This design comes from an exercise in tuning for small area, a short achievable clock period and few clock cycles on the open sky130 flow, not from production work. Where RTL was checked, it was by simulation tests only, not by an equivalence proof against the original. Power is estimated from default activity; no workload was simulated.

// lep_crc16
module lep_crc16 (
    input  wire        clk,
    input  wire        rst,
    input  wire        host_req,
    input  wire        host_we,
    input  wire [11:0] host_addr,
    input  wire [31:0] host_wdata,
    output wire [31:0] host_rdata,
    output wire        host_ready,
    output wire        mem_re,
    output wire        mem_we,
    output wire [9:0]  mem_addr,
    output reg  [3:0]  mem_be,
    output wire [31:0] mem_wdata,
    input  wire [31:0] mem_rdata
);
clock: 8.0 ns
lec_check: 0
cap_margin: 20
core_margin: 2
core_utilization: 55
cts_buf_list: sky130_fd_sc_hd__clkbuf_4 sky130_fd_sc_hd__clkbuf_8
place_density: 0.65
setup_slack_margin: 3.4
slew_margin: 20
run.sh (not shown) runs the stock make flow with config.mk's settings and CLKGATE_MAP_FILE= SYNTH_SCRIPT=/design/flow/synth_recipe.tcl, a recipe that flattens the netlist after the stock synthesis.
Then changed:
--- a/flow/design.v
+++ b/flow/design.v
@@ -196,41 +196,43 @@
     reg [9:0]  rd_ptr;     
     reg [9:0]  wa;         
     reg [1:0]  pp;         
     reg [1:0]  st;         
     reg [23:0] ow;         
     reg        crcph;      
     reg        crcfin;     
     reg        flush;      
     reg        vph;        
     wire [9:0] reg_idx   = host_addr[11:2];
     wire       idle      = s_idle;
     wire       cmd_write = host_req && host_we && (reg_idx == R_CMD);
-    wire [10:1] rsel;
-    genvar gi;
-    generate
-        for (gi = 1; gi <= 10; gi = gi + 1) begin : g_rsel
-            assign rsel[gi] = (reg_idx == gi);
-        end
-    endgenerate
-    assign host_rdata = ({32{rsel[1]}}  & {28'd0, status_err}) |
-                        ({32{rsel[2]}}  & {30'd0, ctrl}) |
-                        ({32{rsel[3]}}  & src_addr) |
-                        ({32{rsel[4]}}  & src_len) |
-                        ({32{rsel[5]}}  & dst_addr) |
-                        ({32{rsel[6]}}  & dst_cap) |
-                        ({32{rsel[7]}}  & {19'd0, out_len}) |
-                        ({32{rsel[8]}}  & {30'd0, crc_var}) |
-                        ({32{rsel[9]}}  & {16'd0, crc_c}) |
-                        ({32{rsel[10]}} & {16'd0, crc_result});
+    reg        rsv;
+    wire       addr_hz = (host_addr[11:6] == 6'd0);
+    reg [31:0] rd_lo;
+    always @(*) begin
+        case (host_addr[5:2])
+            4'd1:    rd_lo = {28'd0, status_err};
+            4'd2:    rd_lo = {30'd0, ctrl};
+            4'd3:    rd_lo = src_addr;
+            4'd4:    rd_lo = src_len;
+            4'd5:    rd_lo = dst_addr;
+            4'd6:    rd_lo = dst_cap;
+            4'd7:    rd_lo = {19'd0, out_len};
+            4'd8:    rd_lo = {30'd0, crc_var};
+            4'd9:    rd_lo = {16'd0, crc_c};
+            4'd10:   rd_lo = {16'd0, crc_result};
+            default: rd_lo = 32'd0;
+        endcase
+    end
+    assign host_rdata = rd_lo & {32{!rsv}};
     wire [2:0] d_op     = host_wdata[2:0];
     wire       d_known  = (host_wdata[7:3] == 5'd0);
     wire       d_hasvar = (d_op == OP_INIT) || (d_op == OP_COMPUTE) || (d_op == OP_VERIFY);
     wire       d_badbit = (host_wdata[31:24] != 8'd0) || (host_wdata[15:10] != 6'd0) ||
                           ((d_op != OP_BYTE) && (host_wdata[23:16] != 8'd0)) ||
                           (!d_hasvar && (host_wdata[9:8] != 2'd0));
     wire       d_badvar = d_hasvar && (host_wdata[9:8] == 2'd3);
     wire        src_hz  = (src_addr[31:13] == 19'd0) && (src_len[31:13] == 19'd0);
     wire        dst_hz  = (dst_addr[31:13] == 19'd0) && (dst_cap[31:13] == 19'd0);
     wire [13:0] ssum    = {1'b0, src_addr[12:0]} + {1'b0, src_len[12:0]};
     wire [13:0] dsum    = {1'b0, dst_addr[12:0]} + {1'b0, dst_cap[12:0]};
     wire        src_ok  = src_hz && (ssum <= 14'd4096);
@@ -327,29 +329,30 @@
     assign mem_wdata = merged;
     always @(*) begin
         mem_be[0] = (st == 2'd0) && (!flush || (pp != 2'd0));
         mem_be[1] = (st <= 2'd1) && (!flush || (pp >= 2'd2));
         mem_be[2] = (st <= 2'd2) && (!flush || (pp == 2'd3));
         mem_be[3] = !flush;
     end
     wire done_exec = s_exec && xdone;
     wire done_run  = s_run &&
                      ((consumed && wlast && (o_upd || o_cmp)) || vph || flush ||
                       (fin_item && (pp == 2'd2)));
     wire done      = done_exec || done_run;
-    assign host_ready = done || (s_idle && (!host_we || (reg_idx != R_CMD)));
+    assign host_ready = done || (s_idle && (host_we ? (reg_idx != R_CMD) : (addr_hz || rsv)));
     wire src_wr = s_idle && host_req && host_we && (reg_idx == R_SRC_ADDR);
     always @(posedge clk) begin
         rv1 <= rd_now;
         if (rv1) prev <= mem_rdata[31:8];
+        rsv <= !rst && s_idle && host_req && !host_we && !addr_hz && !rsv;
         if (rst)
             rd_ptr <= 10'd0;
         else if (s_idle)
             rd_ptr <= cmd_write ? rd_ptr + 10'd1 : src_wr ? host_wdata[11:2] : src_addr[11:2];
         else if (done)
             rd_ptr <= src_addr[11:2];
         else if (rd_now)
             rd_ptr <= rd_ptr + 10'd1;
         if (rst) begin
             s_idle     <= 1'b1;
             s_exec     <= 1'b0;
             s_run      <= 1'b0;
Result: The changed run passed the timing, DRC and antenna checks. Worst hold slack improves by 0.0082 ns. Cell count went up by about 0.9%. Power came out lower by 6.3%. Worst setup slack gets better by 0.56 ns. Global-route usage rises by 0.34 points. Clock power stays flat. Sequential power barely changes. Synthesized area goes up by 0.85%. Wire length increases by about 2.7%.
Testbench counts after the change, summed over its fixed seeds: cycles 71,064.
No functional check of the RTL was part of the first run of this note.


== build 47 ==
Another version of the RTL of lep_crc16 (not shown whole).
Size in the first run: roughly 2,800 cells after synthesis, ~330 flip-flops, roughly 24,000 µm² of cells after synthesis.
## lep_crc16
module lep_crc16 (
    input  wire        clk,
    input  wire        rst,
    input  wire        host_req,
    input  wire        host_we,
    input  wire [11:0] host_addr,
    input  wire [31:0] host_wdata,
    output wire [31:0] host_rdata,
    output wire        host_ready,
    output wire        mem_re,
    output wire        mem_we,
    output wire [9:0]  mem_addr,
    output reg  [3:0]  mem_be,
    output wire [31:0] mem_wdata,
    input  wire [31:0] mem_rdata
);
Settings: LEC_CHECK=0, CAP_MARGIN=20, CORE_MARGIN=2, CORE_UTILIZATION=55, CTS_BUF_LIST=sky130_fd_sc_hd__clkbuf_4 sky130_fd_sc_hd__clkbuf_8, PLACE_DENSITY=0.7, SETUP_SLACK_MARGIN=3.4, SLEW_MARGIN=20; clock period 8.0 ns.
Testbench counts of build 47, summed over its fixed seeds: cycles 71,064.
The following lists how build 67 was set up differently from build 47:
--- a/flow/design.v
+++ b/flow/design.v
@@ -198,37 +198,44 @@
     reg [1:0]  pp;         
     reg [1:0]  st;         
     reg [23:0] ow;         
     reg        crcph;      
     reg        crcfin;     
     reg        flush;      
     reg        vph;        
     wire [9:0] reg_idx   = host_addr[11:2];
     wire       idle      = s_idle;
     wire       cmd_write = host_req && host_we && (reg_idx == R_CMD);
-    reg [31:0] rd_lo;
+    reg        rsv;
+    reg  [3:0] raddr;
+    wire       addr_hz = (host_addr[11:6] == 6'd0);
+    wire       fast_hit = addr_hz && ((host_addr[5:2] == 4'd1) || (host_addr[5:2] == 4'd7) ||
+                                      (host_addr[5:2] == 4'd9) || (host_addr[5:2] == 4'd10));
+    wire [15:0] rd_fast = host_addr[5] ? (host_addr[3] ? {crc_result} : {crc_c}) :
+                                         (host_addr[3] ? {3'd0, out_len} : {12'd0, status_err});
+    reg [31:0] rd_slow;
     always @(*) begin
-        case (host_addr[5:2])
-            4'd1:    rd_lo = {28'd0, status_err};
-            4'd2:    rd_lo = {30'd0, ctrl};
-            4'd3:    rd_lo = src_addr;
-            4'd4:    rd_lo = src_len;
-            4'd5:    rd_lo = dst_addr;
-            4'd6:    rd_lo = dst_cap;
-            4'd7:    rd_lo = {19'd0, out_len};
-            4'd8:    rd_lo = {30'd0, crc_var};
-            4'd9:    rd_lo = {16'd0, crc_c};
-            4'd10:   rd_lo = {16'd0, crc_result};
-            default: rd_lo = 32'd0;
+        case (raddr)
+            4'd1:    rd_slow = {28'd0, status_err};
+            4'd2:    rd_slow = {30'd0, ctrl};
+            4'd3:    rd_slow = src_addr;
+            4'd4:    rd_slow = src_len;
+            4'd5:    rd_slow = dst_addr;
+            4'd6:    rd_slow = dst_cap;
+            4'd7:    rd_slow = {19'd0, out_len};
+            4'd8:    rd_slow = {30'd0, crc_var};
+            4'd9:    rd_slow = {16'd0, crc_c};
+            4'd10:   rd_slow = {16'd0, crc_result};
+            default: rd_slow = 32'd0;
         endcase
     end
-    assign host_rdata = rd_lo & {32{host_addr[11:6] == 6'd0}};
+    assign host_rdata = rsv ? rd_slow : {16'd0, rd_fast};
     wire [2:0] d_op     = host_wdata[2:0];
     wire       d_known  = (host_wdata[7:3] == 5'd0);
     wire       d_hasvar = (d_op == OP_INIT) || (d_op == OP_COMPUTE) || (d_op == OP_VERIFY);
     wire       d_badbit = (host_wdata[31:24] != 8'd0) || (host_wdata[15:10] != 6'd0) ||
                           ((d_op != OP_BYTE) && (host_wdata[23:16] != 8'd0)) ||
                           (!d_hasvar && (host_wdata[9:8] != 2'd0));
     wire       d_badvar = d_hasvar && (host_wdata[9:8] == 2'd3);
     wire        src_hz  = (src_addr[31:13] == 19'd0) && (src_len[31:13] == 19'd0);
     wire        dst_hz  = (dst_addr[31:13] == 19'd0) && (dst_cap[31:13] == 19'd0);
     wire [13:0] ssum    = {1'b0, src_addr[12:0]} + {1'b0, src_len[12:0]};
@@ -329,25 +336,27 @@
         mem_be[0] = (st == 2'd0) && (!flush || (pp != 2'd0));
         mem_be[1] = (st <= 2'd1) && (!flush || (pp >= 2'd2));
         mem_be[2] = (st <= 2'd2) && (!flush || (pp == 2'd3));
         mem_be[3] = !flush;
     end
     wire done_exec = s_exec && xdone;
     wire done_run  = s_run &&
                      ((consumed && wlast && (o_upd || o_cmp)) || vph || flush ||
                       (fin_item && (pp == 2'd2)));
     wire done      = done_exec || done_run;
-    assign host_ready = (s_idle && !cmd_write) || done;
+    assign host_ready = done || (s_idle && (host_we ? (reg_idx != R_CMD) : (fast_hit || rsv)));
     wire src_wr = s_idle && host_req && host_we && (reg_idx == R_SRC_ADDR);
     always @(posedge clk) begin
         rv1 <= rd_now;
         if (rv1) prev <= mem_rdata[31:8];
+        rsv   <= !rst && s_idle && host_req && !host_we && !fast_hit && !rsv;
+        raddr <= addr_hz ? host_addr[5:2] : 4'd0;
         if (rst)
             rd_ptr <= 10'd0;
         else if (s_idle)
             rd_ptr <= cmd_write ? rd_ptr + 10'd1 : src_wr ? host_wdata[11:2] : src_addr[11:2];
         else if (done)
             rd_ptr <= src_addr[11:2];
         else if (rd_now)
             rd_ptr <= rd_ptr + 10'd1;
         if (rst) begin
             s_idle     <= 1'b1;
Results
Build 67 | stages: all done | timing, DRC, antenna: all pass. The synthesized cell area number comes out lower for build 47 vs build 67. On mux cell area share after synthesis: build 67 sits above build 47. [build 67] area growth from synthesis to layout fell 2.4 points relative to build 47. Placed standard-cell area in build 67 vs build 47: up about 3.4%. Against build 47, build 67 comes in 120 ps lower on minimum clock period. Build 67 falls short of build 47 in wire length. Build 67: global routing usage on met3 higher than build 47. For build 47, the worst setup path endpoint was host_rdata[5], unlike build 67, where it was host_ready.
No functional check of the RTL was part of build 67.

==> separate check: timing with driven ports <==
The results above use ideal ports. As a check the final layouts listed here were re-extracted and re-timed, cells and wires unchanged.
Step 1 (the two cells are an assumption about what drives the block):
set clk [get_ports {clk}]
set_driving_cell -lib_cell sky130_fd_sc_hd__clkbuf_16 $clk
set_driving_cell -lib_cell sky130_fd_sc_hd__buf_2 [delete_from_list [all_inputs] $clk]
Step 2 also shifts input and output timing later by t, the mid clock arrival at the registers, as if the neighbouring blocks saw the same clock.
a / b / c = no drivers / after step 1 / after step 2; a / b = the first two.
| run | shift t [ns] | setup WS [ns] | latest minus earliest clock arrival (ns) | worst data-port slew with drivers (ns) |
|---|---|---|---|---|
| the first run of note 1 | 0.709 | 2.760 / 2.727 / 2.727 | 0.050 / 0.049 | 0.10 |
| the second run of note 1 | 0.702 | 3.318 / 3.248 / 3.029 | 0.052 / 0.052 | 0.10 |
| build 47 | 0.689 | 3.137 / 3.107 / 3.049 | 0.063 / 0.063 | 0.10 |
| build 67 | 0.738 | 3.254 / 3.221 / 2.910 | 0.041 / 0.041 | 0.10 |
After both steps every run listed still meets setup and hold. The setup slack of build 67, which loses most, moves by -0.033 ns with the drivers and by -0.344 ns with both steps.
